This design comes from an exercise in tuning for small area, a short achievable clock period and few clock cycles on the open sky130 flow, not from production work.
In this exercise RTL edits were held to simulation tests only and were not proved equivalent to the original.
Power is estimated from default activity; no workload was simulated.

### config.mk
export PLATFORM = sky130hd
export DESIGN_NAME = gomes_cursor
export DESIGN_NICKNAME = gomes_cursor
export VERILOG_FILES = /design/flow/design.v
export SDC_FILE = /design/flow/constraint.sdc
export NUM_CORES = 4
export LEC_CHECK = 0
export CAP_MARGIN = 20
export CORE_MARGIN = 2
export CORE_UTILIZATION = 40
export PLACE_DENSITY = 0.6
export SLEW_MARGIN = 20
### constraint.sdc
create_clock -name core_clock -period 5.0 [get_ports {clk}]
set_input_delay 1.0000 -clock core_clock [delete_from_list [all_inputs] [get_ports {clk}]]
set_output_delay 1.0000 -clock core_clock [all_outputs]
set_load 0.01 [all_outputs]
### design.v
module gomes_cursor (
    input  wire        clk,
    input  wire        rst,         
    input  wire        cmd_valid,
    output wire        cmd_ready,
    input  wire [7:0]  cmd_code,
    input  wire [63:0] cmd_a,       
    input  wire [3:0]  cmd_w,       
    input  wire [79:0] cmd_in,      
    input  wire [3:0]  cmd_avail,   
    output reg         rsp_valid,
    output reg  [3:0]  rsp_err,
    output reg  [79:0] rsp_data,
    output reg  [3:0]  rsp_len,
    output reg  [1:0]  rsp_vstat
);
    localparam [3:0] E_OK           = 4'd0;
    localparam [3:0] E_TRUNCATED    = 4'd2;
    localparam [3:0] E_VARINT_OVF   = 4'd4;
    localparam [3:0] E_PRECONDITION = 4'd6;
    localparam [3:0] E_BAD_COMMAND  = 4'd9;
    reg strict;
    assign cmd_ready = 1'b1;
    function [3:0] therm_count(input [9:0] t);
        begin
            therm_count[3] = t[7];
            therm_count[2] = t[3] & ~t[7];
            therm_count[1] = (t[1] & ~t[3]) | (t[5] & ~t[7]) | t[9];
            therm_count[0] = (t[0] & ~t[1]) | (t[2] & ~t[3]) | (t[4] & ~t[5]) |
                             (t[6] & ~t[7]) | (t[8] & ~t[9]);
        end
    endfunction
    function [7:0] tag_char(input [5:0] g);
        tag_char = (g == 6'd0) ? 8'h20 : {1'b0, g[5], 1'b0, g[4:0]};
    endfunction
    wire c_zze  = (cmd_code == 8'h01);
    wire c_zzd  = (cmd_code == 8'h02);
    wire c_vwr  = (cmd_code == 8'h03);
    wire c_vrd  = (cmd_code == 8'h04);
    wire c_nwr  = (cmd_code == 8'h05);
    wire c_u8   = (cmd_code == 8'h06);
    wire c_u16  = (cmd_code == 8'h07);
    wire c_u32  = (cmd_code == 8'h08);
    wire c_f64  = (cmd_code == 8'h09);
    wire c_tagp = (cmd_code == 8'h10);
    wire c_tagu = (cmd_code == 8'h11);
    wire c_cfgw = (cmd_code == 8'h41);
    wire c_cfgr = (cmd_code == 8'h42);
    wire c_stat = (cmd_code == 8'h43);
    wire c_brst = (cmd_code == 8'h4F);
    wire c_bad  = ~(c_zze | c_zzd | c_vwr | c_vrd | c_nwr | c_u8 | c_u16 | c_u32 |
                    c_f64 | c_tagp | c_tagu | c_cfgw | c_cfgr | c_stat | c_brst);
    wire [9:0] av;
    genvar gi;
    generate
        for (gi = 0; gi < 10; gi = gi + 1) begin : g_av
            assign av[gi] = (cmd_avail > gi);
        end
    endgenerate
    wire [63:0] u  = {cmd_a[62:0], 1'b0} ^ {64{cmd_a[63]}};    
    wire [63:0] zd = {1'b0, cmd_a[63:1]} ^ {64{cmd_a[0]}};     
    wire [9:0] nz;
    wire [9:0] vw_cont;    
    generate
        for (gi = 0; gi < 9; gi = gi + 1) begin : g_nz
            assign nz[gi] = |u[7*gi +: 7];
        end
    endgenerate
    assign nz[9] = u[63];
    assign vw_cont[9] = 1'b0;
    generate
        for (gi = 8; gi >= 0; gi = gi - 1) begin : g_cont
            assign vw_cont[gi] = nz[gi+1] | vw_cont[gi+1];
        end
    endgenerate
    wire [79:0] vw_data;
    generate
        for (gi = 0; gi < 9; gi = gi + 1) begin : g_vwd
            assign vw_data[8*gi +: 8] = {vw_cont[gi], u[7*gi +: 7]};
        end
    endgenerate
    assign vw_data[79:72] = {7'd0, u[63]};
    wire [3:0] vw_len = therm_count({vw_cont[8:0], 1'b1});
    wire [9:0] rc;         
    assign rc[0] = 1'b1;
    generate
        for (gi = 1; gi < 10; gi = gi + 1) begin : g_rc
            assign rc[gi] = rc[gi-1] & cmd_in[8*gi - 1];
        end
    endgenerate
    wire       b9_big = |cmd_in[78:73];                  
    wire [9:0] reach  = rc & av;                          
    wire [9:0] inc    = reach & {~b9_big, 9'h1FF};        
    wire       vr_short = |(rc & ~av);
    wire       vr_guard = reach[9] & (cmd_in[79] | b9_big);
    wire [3:0] vr_len   = therm_count(reach);
    wire       vr_err   = strict & (vr_short | vr_guard);
    wire [63:0] vr_acc;
    generate
        for (gi = 0; gi < 9; gi = gi + 1) begin : g_vra
            assign vr_acc[7*gi +: 7] = cmd_in[8*gi +: 7] & {7{inc[gi]}};
        end
    endgenerate
    assign vr_acc[63] = cmd_in[72] & inc[9];
    wire w1 = (cmd_w == 4'd1);
    wire w2 = (cmd_w == 4'd2);
    wire w4 = (cmd_w == 4'd4);
    wire w8 = (cmd_w == 4'd8);
    wire nw_ok = w1 | w2 | w4 | w8;
    function [63:0] bswap(input [63:0] s, input n1, input n2, input n4, input n8);
        integer j;
        begin
            bswap = 64'd0;
            for (j = 0; j < 8; j = j + 1) begin
                if (j < 1) bswap[8*j +: 8] = bswap[8*j +: 8] | ({8{n1}} & s[8*(0-j) +: 8]);
                if (j < 2) bswap[8*j +: 8] = bswap[8*j +: 8] | ({8{n2}} & s[8*(1-j) +: 8]);
                if (j < 4) bswap[8*j +: 8] = bswap[8*j +: 8] | ({8{n4}} & s[8*(3-j) +: 8]);
                bswap[8*j +: 8] = bswap[8*j +: 8] | ({8{n8}} & s[8*(7-j) +: 8]);
            end
        end
    endfunction
    wire rd_ok1 = c_u8  & av[0];
    wire rd_ok2 = c_u16 & av[1];
    wire rd_ok4 = c_u32 & av[3];
    wire rd_ok8 = c_f64 & av[7];
    wire rd_ok  = rd_ok1 | rd_ok2 | rd_ok4 | rd_ok8;
    wire rd_trunc = (c_u8 | c_u16 | c_u32 | c_f64) & ~rd_ok;
    wire [63:0] sw_data = bswap(cmd_a, c_nwr & w1, c_nwr & w2, c_nwr & w4, c_nwr & w8) |
                          bswap(cmd_in[63:0], rd_ok1, rd_ok2, rd_ok4, rd_ok8);
    wire [3:0] lab_on = {cmd_w > 4'd3, cmd_w > 4'd2, cmd_w > 4'd1, cmd_w > 4'd0};
    wire [23:0] tp_data;
    generate
        for (gi = 0; gi < 4; gi = gi + 1) begin : g_tp
            assign tp_data[23-6*gi -: 6] = {cmd_a[8*gi+6], cmd_a[8*gi +: 5]} & {6{lab_on[gi]}};
        end
    endgenerate
    wire [31:0] tu_data = {tag_char(cmd_a[5:0]),   tag_char(cmd_a[11:6]),
                           tag_char(cmd_a[17:12]), tag_char(cmd_a[23:18])};
    wire [79:0] n_data =
          ({80{c_zze}}  & {16'd0, u})
        | ({80{c_zzd}}  & {16'd0, zd})
        | ({80{c_vwr}}  & vw_data)
        | ({80{c_vrd & ~vr_err}} & {16'd0, vr_acc})
        | {16'd0, sw_data}
        | ({80{c_nwr & ~nw_ok}} & {76'd0, cmd_w})
        | ({80{c_tagp}} & {56'd0, tp_data})
        | ({80{c_tagu}} & {48'd0, tu_data})
        | {79'd0, c_cfgr & strict}
        | ({80{c_bad}}  & {72'd0, cmd_code});
    wire [3:0] n_err =
          ({4{c_nwr & ~nw_ok}} & E_PRECONDITION)
        | ({4{rd_trunc | (c_vrd & strict & vr_short)}} & E_TRUNCATED)
        | ({4{c_vrd & strict & vr_guard}} & E_VARINT_OVF)
        | ({4{c_bad}} & E_BAD_COMMAND);
    wire [3:0] n_len =
          ({4{c_vwr}} & vw_len)
        | ({4{c_vrd & ~vr_err}} & vr_len)
        | ({4{c_nwr & nw_ok}} & cmd_w)
        | ({4{rd_ok1}} & 4'd1)
        | ({4{rd_ok2}} & 4'd2)
        | ({4{rd_ok4}} & 4'd4)
        | ({4{rd_ok8}} & 4'd8);
    wire [1:0] n_vstat = {2{c_vrd & ~strict}} & {vr_guard, vr_short};
    always @(posedge clk) begin
        rsp_valid <= cmd_valid & ~rst;
        rsp_err   <= n_err;
        rsp_data  <= n_data;
        rsp_len   <= n_len;
        rsp_vstat <= n_vstat;
        if (rst)
            strict <= 1'b0;
        else if (cmd_valid & c_cfgw)
            strict <= cmd_a[0];
        else if (cmd_valid & c_brst)
            strict <= 1'b0;
    end
endmodule
### run.sh
#!/bin/bash
# synth_recipe.tcl (not shown) runs the flow's synth.tcl, then flattens the netlist and writes it again
# the make line also repeats each setting of config.mk as NAME=value (left out here)
make -C /OpenROAD-flow-scripts/flow DESIGN_CONFIG=/design/flow/config.mk WORK_HOME=/design/flow/orfs CLKGATE_MAP_FILE= SYNTH_SCRIPT=/design/flow/synth_recipe.tcl finish
==> results of run 1 <==
==> worst min-delay path by stage <==
stage	end	depth (start not counted)	slack, ps
final	strict	2	680
after global routing	strict	2	680
after CTS	strict	2	660
after detailed placement	strict	2	660
after global placement	strict	2	650
after floorplan	strict	3	610
==> state kept, by name, indices dropped and copies added (netlist names) <==
signal     cells
rsp_len        4
rsp_err        3
rsp_valid      1
strict         1
rsp_data      72
rsp_vstat      2
==> final cells by class <==
| cell class | instances | area, um2 | share of cell area |
|---|---|---|---|
| Inverter | 11 | 41.29 | 0.003394 |
| Clock buffer | 9 | 225.2 | 0.01851 |
| Tap cell | 285 | 356.6 | 0.02931 |
| Multi-Input combinational cell | 953 | 6784 | 0.5576 |
| Clock inverter | 7 | 71.32 | 0.005862 |
| Sequential cell | 83 | 1662 | 0.1366 |
| Antenna cell | 2 | 5.005 | 0.0004114 |
| Timing Repair Buffer | 319 | 3020 | 0.2483 |
==> worst max-delay path, stage by stage <==
cell             delay (ps)
clkdlybuf4s50_1         650
or4_1                   660
or3_1                   530
nor2_1                  120
a2111oi_0               780
o311ai_0                250
or4_1                   590
==> synth_stat cells (21+ instances only) <==
cell type  count  area [um2]
nand4_1       27       168.9
xnor2_1       76       665.6
xor2_1        61       534.3
a22oi_1       81       608.1
nand2_1       76       285.3
o21ai_0       56       280.3
a221o_1       21       210.2
nor2_1        66       247.7
mux2i_1       47       470.5
o22ai_1       24       150.1
a21o_1        51       382.9
buf_2         29       145.1
nor3_1        24       120.1
dfxtp_1       83        1662
a21oi_1       27       135.1
clkbuf_1      77       289.0
nand3_1       34       170.2
==> cell families (layout without fill, tap and decap cells) <==
group	Yosys count	count (layout)	share of synthesized area
AO/OA/AOI/OAI	395	395	0.3221
buffers and inverters	152	346	0.07375
XOR/XNOR	137	137	0.1319
adder cells (fa/ha/maj)	1	1	0.001376
AND/OR/NAND/NOR	346	346	0.2083
flip-flops	83	83	0.1827
other	2	10	0.0008258
multiplexers	66	66	0.07898
==> power breakdown <==
part           switching (mW)  internal (mW)  total, mW
sequential            0.00407          0.671      0.675
combinational           0.460          0.318      0.778
clock                   0.368          0.352      0.720
==> metrics by stage <==
step                      instance area, um2  hold slack [ps]  setup WS (ps)
after floorplan                         9116            612.9           1843
after global placement                 11860            647.0          518.7
after detailed placement               11860            656.2          491.6
after CTS                              12160            664.3          866.2
after global routing                   12160            679.0          561.1
final                                  12170            675.7          660.6
==> per-layer routing <==
| layer | global-route usage | vias to the layer above |
|---|---|---|
| met1 | 0.5884 | 5591 |
| met4 | 0.2817 | 4 |
| met5 | 0 | - |
| met3 | 0.1720 | 249 |
| met2 | 0.6554 | 1119 |
| li1 | - | 4883 |
==> placed cells by master, fill, tap and decap left out, types with 6 or more instances in the layout <==
cell type        Yosys  layout
a221o_1             21      21
a21oi_1             27      27
o22ai_1             24      24
a31oi_1              8       8
or4_1               15      15
a32oi_1              8       8
or3_1                6       6
mux2_2              16      16
inv_1                9       9
o211ai_1            13      13
clkbuf_16            0       9
and3_1               6       6
buf_4               12      73
dfxtp_1             83      83
o21ai_0             56      56
nand2_1             76      76
a21o_1              51      51
a221oi_1            16      16
xnor2_1             76      76
nand4_1             27      27
a22oi_1             81      81
conb_1               2       8
clkdlybuf4s50_1      0     242
nand3_1             34      34
mux2i_1             47      47
a211oi_1             8       8
nand2b_1            12      12
a22o_1              16      16
a222oi_1            10      10
nor2b_1             14      14
and2_1               8       8
nor2_1              66      66
xor2_1              61      61
nand3b_1             9       9
nor3_1              24      24
or2_2                6       6
nor4_1              11      11
==> results by group, run 1 <==
Synthesis
  • Post-Syn Area: 9094 um2
  • Syn Inst Count: 1182
  • Syn Area/Cell: 7.694 um2
  • Most used flip-flop cell after synthesis: dfxtp_1
  • Synth warn: 1
  • Netlist cell types: 82
  • Post-synth EDFFs: 0
  • #FFs+latches synth: 83
  • Fraction of registers with async set/reset: 0
  • Register area share after synthesis: 0.1827

Detailed routing
  • Drt first pass iters: 6
  • Metal3 WL: 8444 um
  • # DRC: 0
  • Iteration-0 DRC Markers: 1878
  • Wirelength, routed: 56750 um
  • Antenna viol nets, final: 0
  • Vias: 11850
  • Via/cell ratio: 7.098
  • Highest Signal Layer: met5
  • Met2 WL: 22570 um
  • Wire per inst: 34.00 um
  • Routed met1 length: 21660 um

Finish
  • Non-filler instance count after layout: 1669
  • Final design utilization: 0.5406
  • Fillers: 2132
  • Share of post-route cells with drive strength above 1: 0.09841
  • Area grow syn2layout: 33.78%
  • Layout Nets: 1541

Global routing
  • Largest net degree at the start of global routing: 53
  • GRT overflow: 0
  • First-pass GRT wire length: 80030 um
  • GRT Util Overall: 0.4609
  • Vias in the first global route: 11270
  • Number of antenna violations at the first check in global routing: 2

Power and ir drop
  • Pwr Density: 178.6 nW/um2
  • Final Power: 2.173 mW
  • Leakage: 4.672 nW
  • Worst VDD drop: 0.0001342 V

Placement
  • Dpl hpwl: 41800 um
  • Inst Count DP: 1651
  • Port bufs: 246
  • Gp weighted congestion: 1.052

STA
  • Max Fclk: 230.4 MHz
  • Slew @ Worst Pin: 955.7 ps
  • Setup-failing EPs final: 0
  • Skew final: 7.911 ps
  • Slew HR: 0.3571
  • Pins over their slew limit: 0
  • Number of hold violations in the final report: 0
  • Setup TNS Final: 0 ps
  • RSZ-0062 raised after global routing: no
  • Final Cycle Share: 0.8679
  • Final min period: 4339 ps

Clocking
  • Sink Count: 83
  • Hold_buf cts: 0
  • Post-CTS Setup Repair Bufs: 0
  • Clock latency at the later pin of the worst-skew pair: 380 ps
  • Post-cts sizing count: 0
  • Maximum root-to-sink buffer count: 2
  • Worst-path clk slew: 70 ps
  • Clk root buf: clkbuf_16
  • Inserted Clock Buffers: 9
  • H-tree Lvls: 3
  • CTS tree: built

Worst setup path
  • Critical Path AT: 4580 ps
  • Critical path startpoint: cmd_code[6]
  • Critical Path Fanout Max: 15
  • Setup Crit Path Kind: in -> reg
  • R2R cell count: 4
  • CP startpoint kind: input pin
  • Critical Path RT: 5240 ps
  • Worst setup path endpoint: rsp_data[7]
  • Flop2flop setup slack: 2770 ps
  • Setup crit end kind: flip-flop
  • Reg2Reg Launch Point: strict
  • R2R Path End: rsp_data[5]

Status
  • Status: timing/DRC/antenna clean

Hold path
  • Beginning of the worst hold path: strict
  • Min-delay worst type: reg -> reg

Floorplanning
  • Initial Utilization: 0.4041
  • # IOs: 255
  • Horiz. Die Dim: 154.8 um
  • CORE AREA: 22500 um2
  • Die Ht: 154.8 um
  • Cell Rows: 55
  • Die area: 23960 um2

Job
  • Max cap viols: 0
Testbench counts, summed over its fixed seeds: cycles 4,808.
==> run 2, diff against run 1 <==
--- a/design.v
+++ b/design.v
@@ -10,7 +10,7 @@
     input  wire [3:0]  cmd_avail,   
     output reg         rsp_valid,
     output reg  [3:0]  rsp_err,
-    output reg  [79:0] rsp_data,
+    output wire [79:0] rsp_data,
     output reg  [3:0]  rsp_len,
     output reg  [1:0]  rsp_vstat
 );
@@ -57,16 +57,18 @@
             assign av[gi] = (cmd_avail > gi);
         end
     endgenerate
-    wire [63:0] u  = {cmd_a[62:0], 1'b0} ^ {64{cmd_a[63]}};    
-    wire [63:0] zd = {1'b0, cmd_a[63:1]} ^ {64{cmd_a[0]}};     
-    wire [9:0] nz;
+    wire [63:0] ze_raw = {cmd_a[62:0], 1'b0};
+    wire [63:0] zd_raw = {1'b0, cmd_a[63:1]};
+    wire        ze_s   = cmd_a[63];
+    wire        zd_s   = cmd_a[0];
+    wire [9:0] nz;         
     wire [9:0] vw_cont;    
     generate
         for (gi = 0; gi < 9; gi = gi + 1) begin : g_nz
-            assign nz[gi] = |u[7*gi +: 7];
+            assign nz[gi] = ze_s ? ~&ze_raw[7*gi +: 7] : |ze_raw[7*gi +: 7];
         end
     endgenerate
-    assign nz[9] = u[63];
+    assign nz[9] = cmd_a[62] ^ cmd_a[63];
     assign vw_cont[9] = 1'b0;
     generate
         for (gi = 8; gi >= 0; gi = gi - 1) begin : g_cont
@@ -75,11 +77,12 @@
     endgenerate
     wire [79:0] vw_data;
     generate
-        for (gi = 0; gi < 9; gi = gi + 1) begin : g_vwd
-            assign vw_data[8*gi +: 8] = {vw_cont[gi], u[7*gi +: 7]};
+        for (gi = 0; gi < 8; gi = gi + 1) begin : g_vwd
+            assign vw_data[8*gi +: 8] = {vw_cont[gi], ze_raw[7*gi +: 7]};
         end
     endgenerate
-    assign vw_data[79:72] = {7'd0, u[63]};
+    assign vw_data[71:64] = {nz[9], ze_raw[62:56] ^ {7{ze_s}}};
+    assign vw_data[79:72] = {7'd0, nz[9]};
     wire [3:0] vw_len = therm_count({vw_cont[8:0], 1'b1});
     wire [9:0] rc;         
     assign rc[0] = 1'b1;
@@ -137,8 +140,8 @@
     wire [31:0] tu_data = {tag_char(cmd_a[5:0]),   tag_char(cmd_a[11:6]),
                            tag_char(cmd_a[17:12]), tag_char(cmd_a[23:18])};
     wire [79:0] n_data =
-          ({80{c_zze}}  & {16'd0, u})
-        | ({80{c_zzd}}  & {16'd0, zd})
+          ({80{c_zze}}  & {16'd0, ze_raw})
+        | ({80{c_zzd}}  & {16'd0, zd_raw})
         | ({80{c_vwr}}  & vw_data)
         | ({80{c_vrd & ~vr_err}} & {16'd0, vr_acc})
         | {16'd0, sw_data}
@@ -161,10 +164,25 @@
         | ({4{rd_ok4}} & 4'd4)
         | ({4{rd_ok8}} & 4'd8);
     wire [1:0] n_vstat = {2{c_vrd & ~strict}} & {vr_guard, vr_short};
+    wire n_pz  = (c_zze & ze_s) | (c_zzd & zd_s);
+    wire n_pzv = n_pz | (c_vwr & ze_s);
+    reg [79:0] data_q;
+    reg        pz_q, pzv_q;
+    generate
+        for (gi = 0; gi < 64; gi = gi + 1) begin : g_out
+            if (gi % 8 == 7)
+                assign rsp_data[gi] = data_q[gi] ^ pz_q;
+            else
+                assign rsp_data[gi] = data_q[gi] ^ pzv_q;
+        end
+    endgenerate
+    assign rsp_data[79:64] = data_q[79:64];
     always @(posedge clk) begin
         rsp_valid <= cmd_valid & ~rst;
         rsp_err   <= n_err;
-        rsp_data  <= n_data;
+        data_q    <= n_data;
+        pz_q      <= n_pz;
+        pzv_q     <= n_pzv;
         rsp_len   <= n_len;
         rsp_vstat <= n_vstat;
         if (rst)
--- a/config.mk
+++ b/config.mk
@@ -5,6 +5,7 @@
 export SDC_FILE = /design/flow/constraint.sdc
 export NUM_CORES = 4
 export LEC_CHECK = 0
+export ABC_AREA = 1
 export CAP_MARGIN = 20
 export CORE_MARGIN = 2
 export CORE_UTILIZATION = 40
==> results by group, run 2 <==
Detailed routing
  • # DRC: 0 (unchanged)
  • Drt first pass iters: 10 (+4)
  • Via/cell ratio: 6.258 (-12%)
  • Wire per inst: 27.39 um (-19%)
  • Iteration-0 DRC Markers: 2141 (+14%)
  • Vias: 11170 (-5.7%)
  • Antenna viol nets, final: 0 (unchanged)
  • Wirelength, routed: 48900 um (-14%)

Synthesis
  • Netlist cell types: 46 (-44%)
  • Post-Syn Area: 7855 um2 (-14%)
  • Synth top area share: 0.2166 (+0.03391)
  • Syn Inst Count: 1307 (+11%)
  • Most common cell in the netlist: nand2_1
  • Post-synth top area cell: dfxtp_1
  • Register area share after synthesis: 0.2166 (+0.03391)
  • Post-synth EDFFs: 0 (unchanged)
  • Fraction of registers with async set/reset: 0 (unchanged)
  • Top cells by count, synth: 302 x nand2_1, 162 x inv_1, 151 x nor2_1
  • #FFs+latches synth: 85 (+2.4%)
  • Syn Area/Cell: 6.010 um2 (-22%)
  • Top cells by area, synth: dfxtp_1 22%, nand2_1 14%, inv_1 7.7%
  • Synth warn: 1 (unchanged)
  • Most used flip-flop cell after synthesis: dfxtp_1

Power and ir drop
  • Clock power frac: 0.387 (+0.056)
  • Leakage: 5.016 nW (+7.4%)
  • Logic pwr share: 0.242 (-0.116)
  • Worst VDD drop: 0.0001666 V (+24%)
  • Final Power: 1.873 mW (-14%)
  • Pwr Density: 175.1 nW/um2 (-2.0%)
  • P_sw: 0.6053 mW (-27%)
  • Switching part of the total: 0.3232 (-0.05968)
  • Sequential power share: 0.371 (+0.060)
  • Design internal power: 1.267 mW (-5.5%)

Clocking
  • Worst-path clk slew: 70 ps (about the same)
  • H-tree Lvls: 3 (unchanged)
  • CTS tree: built
  • Inserted Clock Buffers: 9 (unchanged)
  • Hold_buf cts: 0 (unchanged)
  • Clock latency at the later pin of the worst-skew pair: 360 ps (-20 ps)
  • Maximum root-to-sink buffer count: 2 (unchanged)
  • Clk root buf: clkbuf_16
  • Post-CTS Setup Repair Bufs: 0 (unchanged)
  • Post-cts sizing count: 0 (unchanged)
  • Sink Count: 85 (+2.4%)

Floorplanning
  • Cell Rows: 51 (-7.3%)
  • Initial Utilization: 0.4063 (+0.002150)
  • # IOs: 255 (unchanged)
  • Die Ht: 144.1 um (-6.9%)
  • CORE AREA: 19330 um2 (-14%)
  • Horiz. Die Dim: 144.1 um (-6.9%)
  • Die area: 20770 um2 (-13%)

Finish
  • Area grow syn2layout: 36.13%
  • Leading cell type in the layout, fill and taps excluded: nand2_1
  • Most frequent cells in the layout: 301 x nand2_1, 246 x clkdlybuf4s50_1, 162 x inv_1, 150 x nor2_1, 116 x nand3_1
  • Layout Nets: 1677 (+8.8%)
  • Share of post-route cells with drive strength above 1: 0.05398 (-0.04443)
  • Max reg flops: 72 (unchanged)
  • Largest regs: data_q: 72 flops, rsp_len: 4 flops, rsp_err: 3 flops
  • Most flops, register: data_q
  • Fillers: 1971 (-7.6%)

STA
  • Final min period: 3829 ps (-510.0 ps)
  • Max Fclk: 261.1 MHz (+13%)
  • RSZ-0062 raised after global routing: no
  • Number of hold violations in the final report: 0 (unchanged)
  • Skew final: 8.521 ps (+0.6094 ps)
  • Setup-failing EPs final: 0 (unchanged)
  • Final Cycle Share: 0.7659 (-0.1020)
  • Slew @ Worst Pin: 1250 ps (+294.3 ps)
  • Setup TNS Final: 0 ps (unchanged)
  • Post-route worst setup slack: 1171 ps (+510.0 ps)
  • Slew HR: 0.1602 (-0.1969)
  • Hold_ws: 587.6 ps (-88.08 ps)
  • Pins over their slew limit: 0 (unchanged)

Status
  • Status: timing/DRC/antenna clean

Hold path
  • Beginning of the worst hold path: strict
  • Hold endpoint: rsp_err[2]
  • Min-delay worst type: reg -> reg
  • Hold Crit Depth: 2 (unchanged)

Placement
  • Dpl hpwl: 37300 um (-11%)
  • Gp weighted congestion: 1.171 (+11%)
  • Port bufs: 246 (unchanged)
  • Dpl ws: 1202 ps (+710.5 ps)

Global routing
  • First-pass GRT wire length: 69000 um (-14%)
  • Number of antenna violations at the first check in global routing: 0 (-2)
  • GRT overflow: 0 (unchanged)
  • Largest net degree at the start of global routing: 65 (+23%)
  • Vias in the first global route: 10370 (-8.0%)
  • GRT Util Overall: 0.4635 (+0.002616)

Worst setup path
  • CP delay by family, top: compound AO/OA/AOI/OAI gates
  • Critical Path RT: 5240 ps (about the same)
  • R2R Path End: data_q[0]
  • R2R cell count: 6 (+2)
  • Reg2Reg Launch Point: strict
  • Critical path buffer and inverter count: 4 (+3)
  • Setup crit end kind: flip-flop
  • Critical Path Fanout Max: 17 (+2)
  • CP max stage cell: o21ai_0
  • Critical Path AT: 4060 ps (-520 ps)
  • Cells along the critical path: clkdlybuf4s50_1 > buf_4 > clkinv_2 > nand4_1 > o21ai_0 > nand4_2 > nor2_2 > inv_1 > a21oi_1 > nand2_1
  • Setup Crit Path Kind: in -> reg
  • Flop2flop setup slack: 3480 ps (+710 ps)
  • CP startpoint kind: input pin
  • Crit path largest cell delay: 680 ps (-100 ps)

Job
  • Max cap viols: 0 (unchanged)
[run 2: cell types whose count changed in the layout (fill, tap and decap cells not counted), sizes merged, moves of 50 or more]
cell   delta
o22ai    +71
mux2i    -50
nor2     +97
buf      -60
inv     +162
xnor2    -75
nand3    +85
a22oi    -78
a21o     -51
nand2   +232
[run 2: per-stage QoR]
step / std cells / instance area [um2] / utilization
final: 1785 / 10690 / 0.5530
after global routing: 1784 / 10690 / 0.5529
after CTS: 1784 / 10690 / 0.5529
after detailed placement: 1768 / 10390 / 0.5372
after global placement: 1768 / 10390 / 0.5372
after floorplan: 1313 / 7878 / -
[run 2: layer usage]
layer / up-vias / track usage / share of wire
met5: - / 0 / 0
met4: 0 / 0.2672 / 0.075
met3: 266 / 0.1848 / 0.16
met2: 1079 / 0.6624 / 0.40
met1: 5066 / 0.5883 / 0.36
li1: 4760 / - / -
[run 2: cell families (layout without fill, tap and decap cells)]
group	count (synthesis)	after routing	share of synthesized area
compound gates	260	260	0.2055
xor+xnor	65	65	0.07248
buf+inv	250	456	0.1402
flops	85	85	0.2166
other cells	2	9	0.0009561
simple gates	645	645	0.3643
[run 2: cell type report]
type	instances	area (um2)	area share
inverter	177	665.6	0.06225
antenna	1	2.502	0.0002340
clock inverter	5	60.06	0.005617
clock buffer	11	242.7	0.02270
timing repair buffer	263	2603	0.2434
sequential	85	1703	0.1593
tap	265	331.6	0.03101
multi-input combinational	978	5085	0.4755
[run 2: worst min-delay path: stages, from the launching register on]
cell and delay, ps:
dfxtp_1 360, nand2_1 100, o21ai_0 80
[run 2: worst max path at each step]
stage,startpoint,to,slack [ps],cells after the start
3_3_place_gp,cmd_a[63],data_q[31],1190,10
5_1_grt,cmd_a[63],data_q[31],1220,10
3_5_place_dp,cmd_a[63],data_q[31],1200,10
2_1_floorplan,cmd_a[63],data_q[23],2670,11
6_report,cmd_a[63],data_q[31],1170,10
4_1_cts,cmd_a[63],data_q[31],1580,10
[run 2: power by group through the flow]
stage / combinational (mW) / sequential [mW] / clock [mW]
detailed placement: 0.425 / 0.709 / 0
global placement: 0.429 / 0.709 / 0
floorplan: 0.141 / 0.707 / 0
global route: 0.461 / 0.694 / 0.752
CTS: 0.428 / 0.694 / 0.725
finish: 0.453 / 0.694 / 0.725
Testbench counts of run 2, summed over its fixed seeds: cycles 4,808.
==> run 3, diff against run 2 <==
==> flow/run.sh (new file) <==
#!/bin/bash
# Standard ORFS layout, with the port buffers made of plain buffers (buf_1)
# instead of the delay cells buffer_ports picks by default, and sizing free to
# change a cell's footprint.
set -euo pipefail
bash standard.sh \
  BUFFER_PORTS_ARGS="-buffer_cell sky130_fd_sc_hd__buf_1" \
  MATCH_CELL_FOOTPRINT=0 \
  finish > flow_standard.log 2>&1
==> standard.sh (new file) <==
#!/bin/bash
# synth_recipe.tcl (not shown) runs the flow's synth.tcl, then flattens the netlist and writes it again
# the make line also repeats each setting of config.mk as NAME=value (left out here)
make -C /OpenROAD-flow-scripts/flow DESIGN_CONFIG=/design/flow/config.mk WORK_HOME=/design/flow/orfs CLKGATE_MAP_FILE= SYNTH_SCRIPT=/design/flow/synth_recipe.tcl "${@:-finish}"
--- a/config.mk
+++ b/config.mk
@@ -10,4 +10,5 @@
 export CORE_MARGIN = 2
 export CORE_UTILIZATION = 40
 export PLACE_DENSITY = 0.6
+export SETUP_SLACK_MARGIN = 2.0
 export SLEW_MARGIN = 20
removed: run.sh
==> results by group, run 3 <==
Finish
  • Share of post-route cells with drive strength above 1: 0.05921 (+0.005228)
  • Non-filler instance count after layout: 1785 (unchanged)
  • Diodes inserted: 0 (-1)
  • Leading cell type in the layout, fill and taps excluded: nand2_1
  • Area grow syn2layout: 17.73%
  • Layout Nets: 1679 (+0.12%)
  • Largest regs: data_q: 72 flops, rsp_len: 4 flops, rsp_err: 3 flops
  • Most flops, register: data_q
  • Sequential Area: 1703 um2 (unchanged)
  • Max reg flops: 72 (unchanged)
  • Footprint of the multi-input gates: 5132 um2 (+0.93%)
  • Fillers: 2184 (+11%)
  • Most frequent cells in the layout: 299 x nand2_1, 245 x buf_1, 160 x inv_1, 150 x nor2_1, 115 x nand3_1

STA
  • Setup-failing EPs final: 0 (unchanged)
  • Max Fclk: 335.0 MHz (+28%)
  • Final min period: 2985 ps (-844.4 ps)
  • Slew HR: 0.1692 (+0.008978)
  • Pins over their slew limit: 0 (unchanged)
  • RSZ-0062 raised after global routing: yes
  • Slew @ Worst Pin: 1237 ps (-13.36 ps)
  • Setup TNS Final: 0 ps (unchanged)
  • Skew final: 10.90 ps (+2.380 ps)
  • Number of hold violations in the final report: 0 (unchanged)
  • Final Cycle Share: 0.5970 (-0.1689)

Detailed routing
  • Via/cell ratio: 6.300 (+0.67%)
  • Wire per inst: 27.66 um (+0.98%)
  • Antenna viol nets, final: 0 (unchanged)
  • Iteration-0 DRC Markers: 1889 (-12%)
  • Wirelength, routed: 49380 um (+0.98%)
  • Vias: 11250 (+0.67%)
  • Drt first pass iters: 6 (-4)
  • # DRC: 0 (unchanged)

Synthesis
  • Syn Area/Cell: 6.010 um2 (unchanged)
  • Largest family of logic cells by synthesized area: simple AND/OR/NAND/NOR gates
  • Register area share after synthesis: 0.2166 (unchanged)
  • Adder-Cell Fraction of Synth Area: 0 (unchanged)
  • Most used flip-flop cell after synthesis: dfxtp_1
  • Post-synth top area cell: dfxtp_1
  • Post-synth EDFFs: 0 (unchanged)
  • Post-Syn Area: 7855 um2 (unchanged)
  • Simple-gate area share of the yosys netlist: 0.3643 (unchanged)
  • Most common cell in the netlist: nand2_1
  • #FFs+latches synth: 85 (unchanged)
  • Synth top area share: 0.2166 (unchanged)
  • Top cells by area, synth: dfxtp_1 22%, nand2_1 14%, inv_1 7.7%
  • Synth warn: 1 (unchanged)
  • Top cells by count, synth: 302 x nand2_1, 162 x inv_1, 151 x nor2_1
  • Synth Area in Compound Gates: 0.2055 (unchanged)
  • Mux share of post-synthesis cell area: 0 (unchanged)
  • Syn Inst Count: 1307 (unchanged)
  • Post-Synth XOR/XNOR Area: 0.07248 (unchanged)
  • Fraction of registers with async set/reset: 0 (unchanged)
  • Netlist cell types: 46 (unchanged)

Power and ir drop
  • Worst VDD drop: 0.0001583 V (-5.0%)
  • Final Power: 1.866 mW (-0.38%)
  • Leakage: 4.414 nW (-12%)
  • Pwr Density: 201.7 nW/um2 (+15%)

Placement
  • Inst Count DP: 1760 (-0.45%)
  • Dpl hpwl: 37080 um (-0.60%)
  • Gp weighted congestion: 1.136 (-3.0%)
  • Port bufs: 246 (unchanged)

Worst setup path
  • Crit path largest cell delay: 410 ps (-270 ps)
  • Setup Crit Path Kind: in -> reg
  • Critical Path RT: 5240 ps (about the same)
  • Setup crit end kind: flip-flop
  • Flop2flop setup slack: 3450 ps (-30 ps)
  • CP delay by family, top: simple AND/OR/NAND/NOR gates
  • R2R Path End: rsp_len[1]
  • Critical Path Fanout Max: 17 (unchanged)
  • Reg2Reg Launch Point: strict
  • CP max stage cell: nor2_4
  • Cells along the critical path: buf_1 > inv_1 > nand3_1 > nor2_4 > inv_2 > nand3_1 > nor2_1 > nand3_2 > nor2_1 > nor2_1 > nand2_1
  • Critical path buffer and inverter count: 3 (-1)
  • Critical path's most frequent cell: nor2_1
  • Critical Path AT: 3220 ps (-840 ps)
  • CP startpoint kind: input pin
  • R2R cell count: 5 (-1)

Clocking
  • Clock latency at the later pin of the worst-skew pair: 360 ps (about the same)
  • Worst-path clk slew: 70 ps (about the same)
  • Clk root buf: clkbuf_16
  • Maximum root-to-sink buffer count: 2 (unchanged)
  • Inserted Clock Buffers: 9 (unchanged)
  • Sink Count: 85 (unchanged)
  • CTS tree: built
  • H-tree Lvls: 3 (unchanged)

Floorplanning
  • Die area: 20770 um2 (unchanged)
  • Cell Rows: 51 (unchanged)
  • CORE AREA: 19330 um2 (unchanged)
  • Horiz. Die Dim: 144.1 um (unchanged)
  • Initial Utilization: 0.4063 (unchanged)
  • Die Ht: 144.1 um (unchanged)
  • # IOs: 255 (unchanged)

Global routing
  • GRT Util Overall: 0.4533 (-0.01020)
  • Largest net degree at the start of global routing: 65 (unchanged)
  • GRT overflow: 0 (unchanged)
  • First-pass GRT wire length: 67140 um (-2.7%)
  • Vias in the first global route: 9938 (-4.1%)
  • Number of antenna violations at the first check in global routing: 0 (unchanged)

Hold path
  • Hold Crit Depth: 2 (unchanged)
  • Min-delay worst type: reg -> reg
  • Hold endpoint: rsp_err[2]
  • Beginning of the worst hold path: strict

Job
  • Max cap viols: 0 (unchanged)

Status
  • Status: timing/DRC/antenna clean
run 3: cell counts after synthesis:
Identical to the previous run, type by type.
run 3: how the worst max path moves through the flow:
stage | slack (ps) | from | endpoint | cells past startpoint
2_1_floorplan | 2670 | cmd_a[63] | data_q[23] | 11
3_3_place_gp | 1490 | cmd_code[7] | rsp_len[1] | 10
3_5_place_dp | 1470 | cmd_code[1] | data_q[47] | 10
4_1_cts | 1840 | cmd_code[1] | data_q[47] | 10
5_1_grt | 1970 | cmd_a[63] | data_q[23] | 13
6_report | 2020 | cmd_code[5] | data_q[1] | 11
run 3: cells by family after synthesis:
logic type | after synthesis
compound gates | 260
other cells | 2
xor+xnor | 65
simple gates | 645
flops | 85
buf+inv | 250
run 3: repair_timing:
action                                 in CTS  in global routing
cloned                                      1                  2
setup buffers                               0                  6
setup endpoints to repair                  31                 34
pin swaps                                   0                  3
endpoints found under the hold margin       0                  0
gates resized for setup                     6                 12
hold buffers                                0                  0
run 3: tightest hold or removal path, stage by stage (launching register included):
cell and delay [ps]:
dfxtp_1 360, nand2_1 100, o21ai_0 80
run 3: cell type report:
type,instances,area share
clock buffers,9,0.02435
inverters,177,0.07374
well taps,265,0.03585
clock inverters,6,0.01218
flip-flops and latches,85,0.1841
multi-input cells,979,0.5550
repair inverters,2,0.001624
repair buffers,262,0.1131
run 3: power by group:
group / internal (mW) / leakage (nW) / switching [mW]
sequential: 0.687 / 0.689 / 0.00581
combinational: 0.0771 / 3.56 / 0.282
clock: 0.487 / 0.165 / 0.326
total: 1.25 / 4.41 / 0.614
run 3: per-stage QoR:
| step | area [um2] | util | hold WS (ps) | setup slack [ps] |
|---|---|---|---|---|
| after global routing | 9248 | 0.4783 | 595.7 | 1969 |
| final | 9248 | 0.4783 | 582.3 | 2015 |
| after CTS | 9140 | 0.4727 | 579.3 | 1836 |
| after detailed placement | 8776 | 0.4539 | 568.3 | 1468 |
| after floorplan | 7878 | - | 502.9 | 2668 |
| after global placement | 8776 | 0.4539 | 577.1 | 1490 |
run 3: per-layer routing:
metal  up-vias  routed length, um  GRT usage
met4         0               3650     0.2672
met5         -                  0          0
li1       4748                  -          -
met3       255               7180     0.1543
met1      5192              18590     0.5799
met2      1051              19960     0.6586
==> run 4, diff against run 3 <==
--- a/design.v
+++ b/design.v
@@ -61,34 +61,41 @@
     wire [63:0] zd_raw = {1'b0, cmd_a[63:1]};
     wire        ze_s   = cmd_a[63];
     wire        zd_s   = cmd_a[0];
-    wire [9:0] nz;         
-    wire [9:0] vw_cont;    
-    generate
-        for (gi = 0; gi < 9; gi = gi + 1) begin : g_nz
-            assign nz[gi] = ze_s ? ~&ze_raw[7*gi +: 7] : |ze_raw[7*gi +: 7];
-        end
-    endgenerate
-    assign nz[9] = cmd_a[62] ^ cmd_a[63];
+    wire [9:1] gz, go;     
+    generate
+        for (gi = 1; gi < 9; gi = gi + 1) begin : g_grp
+            assign gz[gi] = ~|cmd_a[7*gi+5 : 7*gi-1];
+            assign go[gi] =  &cmd_a[7*gi+5 : 7*gi-1];
+        end
+    endgenerate
+    assign gz[9] = ~cmd_a[62];
+    assign go[9] =  cmd_a[62];
+    wire [9:0] vw_cont;
+    generate
+        for (gi = 0; gi < 9; gi = gi + 1) begin : g_cont
+            assign vw_cont[gi] = ~((~ze_s & (&gz[9:gi+1])) | (ze_s & (&go[9:gi+1])));
+        end
+    endgenerate
     assign vw_cont[9] = 1'b0;
-    generate
-        for (gi = 8; gi >= 0; gi = gi - 1) begin : g_cont
-            assign vw_cont[gi] = nz[gi+1] | vw_cont[gi+1];
-        end
-    endgenerate
+    wire u63 = cmd_a[62] ^ cmd_a[63];
     wire [79:0] vw_data;
     generate
         for (gi = 0; gi < 8; gi = gi + 1) begin : g_vwd
             assign vw_data[8*gi +: 8] = {vw_cont[gi], ze_raw[7*gi +: 7]};
         end
     endgenerate
-    assign vw_data[71:64] = {nz[9], ze_raw[62:56] ^ {7{ze_s}}};
-    assign vw_data[79:72] = {7'd0, nz[9]};
+    assign vw_data[71:64] = {u63, ze_raw[62:56] ^ {7{ze_s}}};
+    assign vw_data[79:72] = {7'd0, u63};
     wire [3:0] vw_len = therm_count({vw_cont[8:0], 1'b1});
-    wire [9:0] rc;         
-    assign rc[0] = 1'b1;
-    generate
-        for (gi = 1; gi < 10; gi = gi + 1) begin : g_rc
-            assign rc[gi] = rc[gi-1] & cmd_in[8*gi - 1];
+    wire [9:0] cb;
+    wire [9:0] rc;
+    generate
+        for (gi = 0; gi < 10; gi = gi + 1) begin : g_rc
+            assign cb[gi] = cmd_in[8*gi + 7];
+            if (gi == 0)
+                assign rc[gi] = 1'b1;
+            else
+                assign rc[gi] = &cb[gi-1:0];
         end
     endgenerate
     wire       b9_big = |cmd_in[78:73];                  
--- a/config.mk
+++ b/config.mk
@@ -10,5 +10,5 @@
 export CORE_MARGIN = 2
 export CORE_UTILIZATION = 40
 export PLACE_DENSITY = 0.6
-export SETUP_SLACK_MARGIN = 2.0
+export SETUP_SLACK_MARGIN = 2.3
 export SLEW_MARGIN = 20
==> results by group, run 4 <==
Floorplanning
  • Die Ht: 145.1 um (+0.68%)
  • Die area: 21060 um2 (+1.4%)
  • # IOs: 255 (unchanged)
  • Horiz. Die Dim: 145.1 um (+0.68%)
  • Initial Utilization: 0.4079 (+0.001656)
  • CORE AREA: 19530 um2 (+0.99%)
  • Cell Rows: 51 (unchanged)

STA
  • Slew HR: 0.3082 (+0.1390)
  • Setup TNS Final: 0 ps (unchanged)
  • Max Fclk: 356.8 MHz (+6.5%)
  • Setup-failing EPs final: 0 (unchanged)
  • Final Cycle Share: 0.5605 (-0.03649)
  • Final min period: 2803 ps (-182.4 ps)
  • Number of hold violations in the final report: 0 (unchanged)
  • Skew final: 6.593 ps (-4.308 ps)
  • Slew @ Worst Pin: 1032 ps (-204.7 ps)
  • Pins over their slew limit: 0 (unchanged)
  • RSZ-0062 raised after global routing: yes

Clocking
  • Maximum root-to-sink buffer count: 2 (unchanged)
  • Clock latency at the later pin of the worst-skew pair: 370 ps (about the same)
  • Hold_buf cts: 0 (unchanged)
  • CTS tree: built
  • Worst-path clk slew: 80 ps (about the same)
  • Inserted Clock Buffers: 9 (unchanged)
  • H-tree Lvls: 3 (unchanged)
  • Clk root buf: clkbuf_16
  • Sink Count: 85 (unchanged)

Worst setup path
  • Critical Path AT: 3000 ps (-220 ps)
  • Setup Crit Path Kind: in -> reg
  • Setup crit end kind: flip-flop
  • Critical Path RT: 5200 ps (-40 ps)
  • Critical Path Fanout Max: 5 (-12)
  • CP startpoint kind: input pin

Job
  • Max cap viols: 0 (unchanged)

Finish
  • Largest regs: data_q: 72 flops, rsp_len: 4 flops, rsp_err: 3 flops
  • Layout Nets: 1759 (+4.8%)
  • Final Cell Area: 9589 um2 (+3.7%)
  • Share of post-route cells with drive strength above 1: 0.05996 (+0.0007520)
  • Fillers: 2236 (+2.4%)
  • Area grow syn2layout: 20.39%
  • Sequential Area: 1703 um2 (unchanged)
  • Most frequent cells in the layout: 334 x nand2_1, 244 x buf_1, 213 x nor2_1, 160 x nand3_1, 128 x inv_1
  • Footprint of the multi-input gates: 5530 um2 (+7.8%)
  • Leading cell type in the layout, fill and taps excluded: nand2_1
  • Max reg flops: 72 (unchanged)
  • Most flops, register: data_q

Synthesis
  • Post-synth EDFFs: 0 (unchanged)
  • Synth warn: 1 (unchanged)
  • Post-synth top area cell: dfxtp_1
  • Syn Inst Count: 1378 (+5.4%)
  • Fraction of registers with async set/reset: 0 (unchanged)
  • Top cells by count, synth: 341 x nand2_1, 222 x nor2_1, 161 x nand3_1
  • Post-Syn Area: 7965 um2 (+1.4%)
  • Top cells by area, synth: dfxtp_1 21%, nand2_1 16%, nor2_1 10%
  • Most common cell in the netlist: nand2_1
  • Netlist cell types: 37 (-20%)
  • #FFs+latches synth: 85 (unchanged)
  • Synth top area share: 0.2136 (-0.002995)
  • Syn Area/Cell: 5.780 um2 (-3.8%)
  • Most used flip-flop cell after synthesis: dfxtp_1
  • Register area share after synthesis: 0.2136 (-0.002995)

Global routing
  • First-pass GRT wire length: 69080 um (+2.9%)
  • GRT overflow: 0 (unchanged)
  • Largest net degree at the start of global routing: 65 (unchanged)
  • Vias in the first global route: 10740 (+8.1%)
  • GRT Util Overall: 0.4419 (-0.01139)
  • Number of antenna violations at the first check in global routing: 3 (+3)

Detailed routing
  • Wirelength, routed: 49870 um (+0.99%)
  • Via/cell ratio: 6.250 (-0.80%)
  • Wire per inst: 26.71 um (-3.4%)
  • Iteration-0 DRC Markers: 1721 (-8.9%)
  • Vias: 11670 (+3.8%)
  • # DRC: 0 (unchanged)
  • Antenna viol nets, final: 0 (unchanged)
  • Drt first pass iters: 9 (+3)

Power and ir drop
  • Worst VDD drop: 0.0001654 V (+4.5%)
  • Pwr Density: 183.3 nW/um2 (-9.1%)
  • Leakage: 4.651 nW (+5.4%)

Hold path
  • Min-delay worst type: reg -> reg

Placement
  • Dpl hpwl: 36790 um (-0.77%)
  • Placed instance area: 8879 um2 (+1.2%)
  • Port bufs: 246 (unchanged)
  • Gp weighted congestion: 1.099 (-3.3%)

Status
  • Status: timing/DRC/antenna clean
==> run 4: through the flow <==
step	total power [mW]	utilization	setup slack, ps	cells	hold slack, ps
after floorplan	0.8445	-	2781	1384	461.2
after global placement	1.046	0.4547	1242	1831	506.1
after detailed placement	1.040	0.4547	1363	1831	506.5
after CTS	1.720	0.4760	2159	1852	516.8
after global routing	1.794	0.4910	2285	1866	548.4
final	1.758	0.4911	2197	1867	516.5
==> run 4: path summary, 6_finish.rpt <==
path / startpoint / endpoint / slack [ps] / depth (start not counted)
setup / recovery: cmd_a[62] / rsp_len[3] / 2200 / 8
hold / removal: strict / strict / 520 / 2
setup reg to reg: strict / rsp_len[3] / 3540 / 5
hold reg to reg: strict / strict / 520 / 2
==> run 4: per-layer routing <==
metal	vias up	GRT usage	routed length (um)
li1	5005	-	-
met1	5339	0.5375	17990
met2	1048	0.6555	20560
met3	274	0.1450	7127
met4	2	0.3127	4167
met5	-	0	19
==> run 4: cells by family after synthesis <==
family	after synthesis	share of synthesized area
buffers and inverters	211	0.1194
other	2	0.0009429
AO/OA/AOI/OAI	211	0.1656
XOR/XNOR	65	0.07147
flip-flops	85	0.2136
AND/OR/NAND/NOR	804	0.4290
==> run 4: final cells by class <==
type | count | share of cell area
Antenna cell | 1 | 0.0002610
Clock buffer | 10 | 0.02388
Clock inverter | 6 | 0.005741
Inverter | 138 | 0.05585
Multi-Input combinational cell | 1090 | 0.5767
Sequential cell | 85 | 0.1776
Tap cell | 265 | 0.03458
Timing Repair Buffer | 272 | 0.1254
==> run 4: power by group <==
part           switching [mW]  internal [mW]
clock network           0.350          0.348
registers             0.00490          0.687
logic                   0.291         0.0774
==> run 4: timing repair <==
item                       CTS  global route
setup endpoints to repair  121            78
gates resized for setup     21            38
cloned                       0             3
setup buffers                5            11
pin swaps                    1             4
hold endpoints to repair     0             0
==> run 4: critical path: stages <==
cell and delay, ps:
buf_1 300, inv_1 260, nor2_2 250, nand3_1 200, o21ai_2 270, nor2_1 150
a211oi_4 330, nand2_1 250
Testbench counts of run 4, summed over its fixed seeds: cycles 4,808.
==> run 5, diff against run 4 <==
--- a/design.v
+++ b/design.v
@@ -135,8 +135,9 @@
     wire rd_ok8 = c_f64 & av[7];
     wire rd_ok  = rd_ok1 | rd_ok2 | rd_ok4 | rd_ok8;
     wire rd_trunc = (c_u8 | c_u16 | c_u32 | c_f64) & ~rd_ok;
-    wire [63:0] sw_data = bswap(cmd_a, c_nwr & w1, c_nwr & w2, c_nwr & w4, c_nwr & w8) |
-                          bswap(cmd_in[63:0], rd_ok1, rd_ok2, rd_ok4, rd_ok8);
+    wire [63:0] sw_src  = (cmd_code[3] | cmd_code[1]) ? cmd_in[63:0] : cmd_a;
+    wire [63:0] sw_data = bswap(sw_src, (c_nwr & w1) | rd_ok1, (c_nwr & w2) | rd_ok2,
+                                        (c_nwr & w4) | rd_ok4, (c_nwr & w8) | rd_ok8);
     wire [3:0] lab_on = {cmd_w > 4'd3, cmd_w > 4'd2, cmd_w > 4'd1, cmd_w > 4'd0};
     wire [23:0] tp_data;
     generate
==> results by group, run 5 <==
Status
  • Status: timing/DRC/antenna clean

Worst setup path
  • Critical path's most frequent cell: nand2_1
  • Setup crit end kind: flip-flop
  • Crit path largest cell delay: 430 ps (+100 ps)
  • Critical path buffer and inverter count: 3 (+1)
  • Cells along the critical path: clkbuf_4 > inv_1 > nand2_1 > nor2_2 > nand2_1 > inv_1 > a21oi_1 > nand3_1 > nor2_1 > nand2_1
  • Critical Path Fanout Max: 14 (+9)
  • CP startpoint kind: input pin
  • Critical Path RT: 5270 ps (+70 ps)
  • Setup Crit Path Kind: in -> reg
  • CP max stage cell: nand2_1
  • Critical Path AT: 2940 ps (-60 ps)
  • CP delay by family, top: simple AND/OR/NAND/NOR gates

STA
  • Pins over their slew limit: 0 (unchanged)
  • Final Cycle Share: 0.5327 (-0.02780)
  • Slew @ Worst Pin: 984.2 ps (-47.84 ps)
  • Number of hold violations in the final report: 0 (unchanged)
  • Final min period: 2664 ps (-139.0 ps)
  • Skew final: 8.624 ps (+2.032 ps)
  • Max Fclk: 375.4 MHz (+5.2%)
  • Slew HR: 0.3415 (+0.03322)
  • RSZ-0062 raised after global routing: yes
  • Hold_ws: 574.9 ps (+58.36 ps)
  • Setup TNS Final: 0 ps (unchanged)
  • Setup-failing EPs final: 0 (unchanged)

Global routing
  • Largest net degree at the start of global routing: 46 (-29%)
  • Number of antenna violations at the first check in global routing: 0 (-3)
  • GRT overflow: 0 (unchanged)
  • First-pass GRT wire length: 63470 um (-8.1%)
  • Vias in the first global route: 9928 (-7.6%)
  • GRT Util Overall: 0.4204 (-0.02144)

Synthesis
  • Netlist cell types: 40 (+8.1%)
  • Mux share of post-synthesis cell area: 0.02132 (+0.02132)
  • Syn Inst Count: 1351 (-2.0%)
  • Register area share after synthesis: 0.2164 (+0.002788)
  • Synth warn: 1 (unchanged)
  • Synth Area in Compound Gates: 0.1655 (about the same)
  • Post-synth top area cell: dfxtp_1
  • Most used flip-flop cell after synthesis: dfxtp_1
  • Most common cell in the netlist: nand2_1
  • #FFs+latches synth: 85 (unchanged)
  • Fraction of registers with async set/reset: 0 (unchanged)
  • Top cells by area, synth: dfxtp_1 22%, nand2_1 15%, nand3_1 11%
  • Top cells by count, synth: 317 x nand2_1, 188 x nor2_1, 169 x nand3_1
  • Syn Area/Cell: 5.820 um2 (+0.68%)
  • Post-Syn Area: 7863 um2 (-1.3%)
  • Largest family of logic cells by synthesized area: simple AND/OR/NAND/NOR gates
  • Post-Synth XOR/XNOR Area: 0.07352 (+0.002047)
  • Post-synth EDFFs: 0 (unchanged)
  • Simple-gate area share of the yosys netlist: 0.3959 (-0.03307)
  • Synth top area share: 0.2164 (+0.002788)
  • Adder-Cell Fraction of Synth Area: 0 (unchanged)

Finish
  • Area grow syn2layout: 20.07%
  • Layout Nets: 1732 (-1.5%)
  • Most flops, register: data_q
  • Share of post-route cells with drive strength above 1: 0.05591 (-0.004054)
  • Most frequent cells in the layout: 312 x nand2_1, 241 x buf_1, 186 x nor2_1, 169 x nand3_1, 140 x inv_1
  • Leading cell type in the layout, fill and taps excluded: nand2_1
  • Largest regs: data_q: 72 flops, rsp_len: 4 flops, rsp_err: 3 flops
  • Fillers: 2216 (-0.89%)
  • Max reg flops: 72 (unchanged)

Clocking
  • Sink Count: 85 (unchanged)
  • H-tree Lvls: 3 (unchanged)
  • Worst-path clk slew: 80 ps (about the same)
  • Inserted Clock Buffers: 9 (unchanged)
  • Clk root buf: clkbuf_16
  • Maximum root-to-sink buffer count: 2 (unchanged)
  • Clock latency at the later pin of the worst-skew pair: 370 ps (about the same)
  • CTS tree: built

Hold path
  • Min-delay worst type: reg -> reg

Detailed routing
  • Drt first pass iters: 6 (-3)
  • # DRC: 0 (unchanged)
  • Via/cell ratio: 5.907 (-5.5%)
  • Antenna viol nets, final: 0 (unchanged)
  • Wirelength, routed: 44570 um (-11%)
  • Vias: 10870 (-6.9%)
  • Iteration-0 DRC Markers: 1640 (-4.7%)
  • Wire per inst: 24.23 um (-9.3%)

Power and ir drop
  • Leakage: 4.551 nW (-2.1%)
  • Worst VDD drop: 0.0001588 V (-4.0%)
  • Pwr Density: 193.5 nW/um2 (+5.6%)

Floorplanning
  • Die area: 20790 um2 (-1.3%)
  • Initial Utilization: 0.4053 (-0.002605)
  • # IOs: 255 (unchanged)
  • Die Ht: 144.2 um (-0.63%)
  • Cell Rows: 51 (unchanged)
  • Horiz. Die Dim: 144.2 um (-0.63%)
  • CORE AREA: 19400 um2 (-0.65%)

Job
  • Max cap viols: 0 (unchanged)

Placement
  • Gp weighted congestion: 1.044 (-5.0%)
  • Dpl hpwl: 34520 um (-6.2%)
  • Port bufs: 246 (unchanged)
[run 5: kinds of logic (layout without fill, tap and decap cells)]
kind of cell,Yosys count,after routing
and+or+nand+nor,731,732
AOI/OAI and AO/OA,229,229
other,2,9
xor gates and xnor gates,66,66
buffers and inverters,222,438
DFF,85,85
muxes,16,16
[run 5: area by class of cell]
class,instances,area [um2],area share
inverters,146,559.3,0.05924
repair buffers,275,1276,0.1352
multi-input cells,1051,5256,0.5568
well taps,265,331.6,0.03512
clock inverters,7,76.32,0.008085
flip-flops and latches,85,1705,0.1806
clock buffers,9,225.2,0.02386
diodes,1,2.502,0.0002651
repair inverters,1,7.507,0.0007952
[run 5: where the power goes]
group	switching, mW	leakage, nW	internal, mW	total [mW]
logic	0.306	3.71	0.101	0.407
clock network	0.371	0.149	0.357	0.727
registers	0.00629	0.689	0.686	0.693
[run 5: per-layer routing]
metal	vias up	wire (um)	part of all wire	global-route usage
met2	813	18820	0.42	0.6298
met1	5017	17500	0.39	0.5518
met5	-	0	0	0
met4	0	2656	0.060	0.2305
met3	173	5601	0.13	0.1066
li1	4865	-	-	-
[run 5: tightest hold or removal path, stage by stage, from the launching register on]
cell and delay [ps]:
dfxtp_1 380, a31oi_1 100, o21ai_0 70
[run 5: path summary, 6_finish.rpt]
check                    from         end  slack, ps  depth (start not counted)
setup reg to reg       strict  data_q[55]       3550                          6
setup / recovery  cmd_code[1]  data_q[14]       2340                         10
hold / removal         strict  rsp_err[1]        570                          2
hold reg to reg        strict  rsp_err[1]        570                          2
[run 5: repair_timing]
item	in CTS	in global routing
setup buffers	11	3
endpoints found under the setup margin	125	56
gates resized for setup	17	30
cloned	2	0
pin swaps	3	1
hold buffers	0	0
[run 5: metrics by stage]
step           area [um2]  power, mW  instances  setup WS [ps]  utilization
6_report             9440      1.827       1840           2336       0.4866
4_1_cts              9324      1.805       1836           2304       0.4807
3_3_place_gp         8826      1.088       1807           1532       0.4550
3_5_place_dp         8826      1.082       1807           1472       0.4550
2_1_floorplan        7885     0.8829       1357           2739            -
5_1_grt              9438      1.869       1839           2229       0.4865
Testbench counts of run 5, summed over its fixed seeds: cycles 4,808.
==> run 6, diff against run 5 <==
==> flow/run.sh (replaced) <==
#!/bin/bash
# Standard ORFS layout, with the port buffers made of plain buffers (buf_1)
# instead of the delay cells buffer_ports picks by default, and sizing free to
# change a cell's footprint, without gate cloning.
set -euo pipefail
bash standard.sh \
  BUFFER_PORTS_ARGS="-buffer_cell sky130_fd_sc_hd__buf_1" \
  MATCH_CELL_FOOTPRINT=0 \
  SKIP_GATE_CLONING=1 \
  finish > flow_standard.log 2>&1
--- a/config.mk
+++ b/config.mk
@@ -8,7 +8,7 @@
 export ABC_AREA = 1
 export CAP_MARGIN = 20
 export CORE_MARGIN = 2
-export CORE_UTILIZATION = 40
-export PLACE_DENSITY = 0.6
-export SETUP_SLACK_MARGIN = 2.3
+export CORE_UTILIZATION = 50
+export PLACE_DENSITY = 0.7
+export SETUP_SLACK_MARGIN = 2.5
 export SLEW_MARGIN = 20
==> results by group, run 6 <==
STA
  • RSZ-0062 raised after global routing: yes
  • Final min period: 2558 ps (-105.6 ps)
  • Slew HR: 0.4922 (+0.1508)
  • Skew final: 8.598 ps (-0.02668 ps)
  • Hold_ws: 546.4 ps (-28.45 ps)
  • Final Cycle Share: 0.5116 (-0.02113)
  • Pins over their slew limit: 0 (unchanged)
  • Setup TNS Final: 0 ps (unchanged)
  • Setup-failing EPs final: 0 (unchanged)
  • Number of hold violations in the final report: 0 (unchanged)
  • Max Fclk: 390.9 MHz (+4.1%)
  • Slew @ Worst Pin: 753.7 ps (-230.5 ps)

Global routing
  • Largest net degree at the start of global routing: 51 (+11%)
  • GRT Util Overall: 0.4773 (+0.05684)
  • Number of antenna violations at the first check in global routing: 1 (+1)
  • Vias in the first global route: 9999 (+0.72%)
  • GRT overflow: 0 (unchanged)
  • First-pass GRT wire length: 59280 um (-6.6%)

Hold path
  • Hold Crit Depth: 2 (unchanged)
  • Min-delay worst type: reg -> reg
  • Beginning of the worst hold path: strict

Worst setup path
  • Critical path depth: 9 (-1)
  • CP startpoint kind: input pin
  • Setup Crit Path Kind: in -> reg
  • Crit path largest cell delay: 560 ps (+130 ps)
  • Critical path buffer and inverter count: 2 (-1)
  • Reg2Reg Launch Point: strict
  • R2R cell count: 6 (unchanged)
  • Setup crit end kind: flip-flop
  • Cells along the critical path: clkbuf_4 > nor2_4 > buf_4 > nor2_1 > a21oi_1 > nand2_1 > nand3_1 > nor2_1 > nand3_1
  • Critical Path AT: 2860 ps (-80 ps)
  • CP delay by family, top: simple AND/OR/NAND/NOR gates
  • Critical Path Fanout Max: 13 (-1)
  • Critical Path RT: 5300 ps (+30 ps)
  • CP max stage cell: a21oi_1
  • Critical path startpoint: cmd_code[1]

Synthesis
  • Netlist cell types: 40 (unchanged)
  • Synth warn: 1 (unchanged)
  • Syn Inst Count: 1351 (unchanged)
  • Synth top area share: 0.2164 (unchanged)
  • Syn Area/Cell: 5.820 um2 (unchanged)
  • Top cells by count, synth: 317 x nand2_1, 188 x nor2_1, 169 x nand3_1
  • Top cells by area, synth: dfxtp_1 22%, nand2_1 15%, nand3_1 11%
  • Post-Syn Area: 7863 um2 (unchanged)
  • #FFs+latches synth: 85 (unchanged)
  • Post-synth top area cell: dfxtp_1
  • Most used flip-flop cell after synthesis: dfxtp_1
  • Register area share after synthesis: 0.2164 (unchanged)
  • Fraction of registers with async set/reset: 0 (unchanged)
  • Most common cell in the netlist: nand2_1
  • Post-synth EDFFs: 0 (unchanged)

Power and ir drop
  • Switching part of the total: 0.3288 (-0.04538)
  • Worst VDD drop: 0.0001675 V (+5.5%)
  • Logic pwr share: 0.212 (-0.011)
  • Sequential power share: 0.359 (-0.020)
  • P_sw: 0.6345 mW (-7.2%)
  • Design internal power: 1.295 mW (+13%)
  • Leakage: 4.718 nW (+3.7%)
  • Clock power frac: 0.429 (+0.031)
  • Pwr Density: 198.0 nW/um2 (+2.3%)

Status
  • Status: timing/DRC/antenna clean

Clocking
  • Hold_buf cts: 0 (unchanged)
  • Sink Count: 85 (unchanged)
  • Clock latency at the later pin of the worst-skew pair: 360 ps (about the same)
  • Clk root buf: clkbuf_16
  • Maximum root-to-sink buffer count: 2 (unchanged)
  • H-tree Lvls: 3 (unchanged)
  • Inserted Clock Buffers: 9 (unchanged)
  • Worst-path clk slew: 70 ps (about the same)
  • CTS tree: built

Detailed routing
  • Met2 WL: 16960 um (-9.9%)
  • Wirelength, routed: 41990 um (-5.8%)
  • Metal3 WL: 6636 um (+18%)
  • Vias: 11310 (+4.0%)
  • Wire per inst: 23.30 um (-3.8%)
  • Highest Signal Layer: met5
  • Iteration-0 DRC Markers: 2270 (+38%)
  • Via/cell ratio: 6.275 (+6.2%)
  • # DRC: 0 (unchanged)
  • Routed met1 length: 15150 um (-13%)
  • Antenna viol nets, final: 0 (unchanged)
  • Drt first pass iters: 20 (+14)

Floorplanning
  • Horiz. Die Dim: 129.4 um (-10%)
  • Initial Utilization: 0.5153 (+0.1100)
  • CORE AREA: 15260 um2 (-21%)
  • Die area: 16740 um2 (-19%)
  • Cell Rows: 45 (-12%)
  • Die Ht: 129.4 um (-10%)
  • # IOs: 255 (unchanged)

Job
  • Max cap viols: 0 (unchanged)

Finish
  • Layout Nets: 1749 (+0.98%)
  • Share of post-route cells with drive strength above 1: 0.08302 (+0.02711)
  • Max reg flops: 72 (unchanged)
  • Largest regs: data_q: 72 flops, rsp_len: 4 flops, rsp_err: 3 flops
  • Most flops, register: data_q
  • Area grow syn2layout: 24.00%
  • Most frequent cells in the layout: 307 x nand2_1, 239 x buf_1, 181 x nor2_1, 165 x nand3_1, 137 x inv_1
  • Leading cell type in the layout, fill and taps excluded: nand2_1

Placement
  • Dpl hpwl: 30750 um (-11%)
  • Port bufs: 246 (unchanged)
  • Gp weighted congestion: 1.083 (+3.7%)
==> run 6: changes by cell type in the layout (fill, tap and decap cells not counted), moves of 4 or more <==
cell / before / now
buf_12: 6 / 11
a21oi_2: 1 / 7
nand2_1: 312 / 307
nand3_1: 169 / 165
nand2_2: 4 / 8
nand3_2: 0 / 4
a21oi_1: 90 / 84
nor2_1: 186 / 181
buf_4: 16 / 27
==> run 6: logic make-up after synthesis <==
group,Yosys count,share of synthesized area
mux,16,0.02132
flops,85,0.2164
compound gates,229,0.1655
xor+xnor,66,0.07352
simple gates,731,0.3959
buf+inv,222,0.1264
other cells,2,0.0009552
==> run 6: layout make-up <==
class	instances	area, um2
clock buffer	10	239.0
fill	1480	5509
clock inverter	5	107.6
multi-input combinational	1050	5383
antenna	1	2.502
sequential	85	1705
tap	211	264.0
inverter	146	563.0
timing repair buffer	294	1485
==> run 6: worst register-to-register path: cells and delay by family, from the launching register on <==
family	cells	cell delay [ps]
and+or+nand+nor	4	610
buffers and inverters	2	290
DFF	1	360
==> run 6: final timing paths <==
path / to / slack [ps]
worst max-delay path: data_q[6] / 2440
worst min-delay path: rsp_err[2] / 550
worst min register to register: rsp_err[2] / 550
worst max register to register: data_q[16] / 3620
==> run 6: power groups by stage <==
stage / clock (mW) / combinational (mW) / sequential [mW]
2_1_floorplan: 0 / 0.176 / 0.707
3_3_place_gp: 0 / 0.358 / 0.710
3_5_place_dp: 0 / 0.356 / 0.710
4_1_cts: 0.818 / 0.369 / 0.693
5_1_grt: 0.842 / 0.422 / 0.693
6_report: 0.827 / 0.409 / 0.693
==> run 6: repair_timing <==
action                                 4_1_cts  5_1_grt
setup endpoints to repair                  126       70
setup buffers                               22       17
pin swaps                                    4        4
gates resized for setup                     46       42
endpoints found under the hold margin        0        0
==> run 6: layer usage <==
metal | vias to the layer above | global-route usage
met1 | 4973 | 0.6233
met4 | 4 | 0.2442
met3 | 294 | 0.1424
met5 | - | 0.05588
li1 | 4889 | -
met2 | 1147 | 0.7068
==> run 6: metrics by stage <==
step | power [mW] | util | cells | cell area (um2) | worst slack (ps)
after floorplan | 0.8829 | - | 1357 | 7885 | 2739
after global placement | 1.068 | 0.5714 | 1747 | 8718 | 1481
after detailed placement | 1.065 | 0.5714 | 1747 | 8718 | 1465
after CTS | 1.880 | 0.6197 | 1784 | 9455 | 2476
after global routing | 1.958 | 0.6388 | 1801 | 9747 | 2460
final | 1.930 | 0.6390 | 1802 | 9749 | 2442

## what the ideal ports hide
In the flow no input, the clock included, has a driving cell. The finished layouts below were timed again as built, in two steps. Step 1, drivers: a clkbuf_16 drives clk and a buf_2 each remaining input, both assumed. Step 2, shift: input delay + t, output delay - t, t = (earliest + latest rising clock arrival at the registers) / 2. This alone moves slack from input paths to output paths. a / b / c = ideal / step 1 / step 2; a / b = the first two.
| run | t, ns | setup WS [ns] | worst setup path after step 2 | worst slew at a driven data input, ns |
|---|---|---|---|---|
| run 1 | 0.418 | 0.661 / 0.686 / 0.268 | input to register | 0.06 |
| run 2 | 0.413 | 1.171 / 1.199 / 0.786 | input to register | 0.05 |
| run 3 | 0.409 | 2.015 / 2.043 / 1.634 | input to register | 0.05 |
| run 4 | 0.415 | 2.197 / 2.225 / 1.810 | input to register | 0.06 |
| run 5 | 0.421 | 2.336 / 2.367 / 1.946 | input to register | 0.04 |
| run 6 | 0.405 | 2.442 / 2.460 / 2.054 | input to register | 0.05 |
After both steps setup and hold are still met in every run listed. For run 1, which loses most, drivers alone change the setup slack by +0.025 ns; drivers and shift together by -0.393 ns.
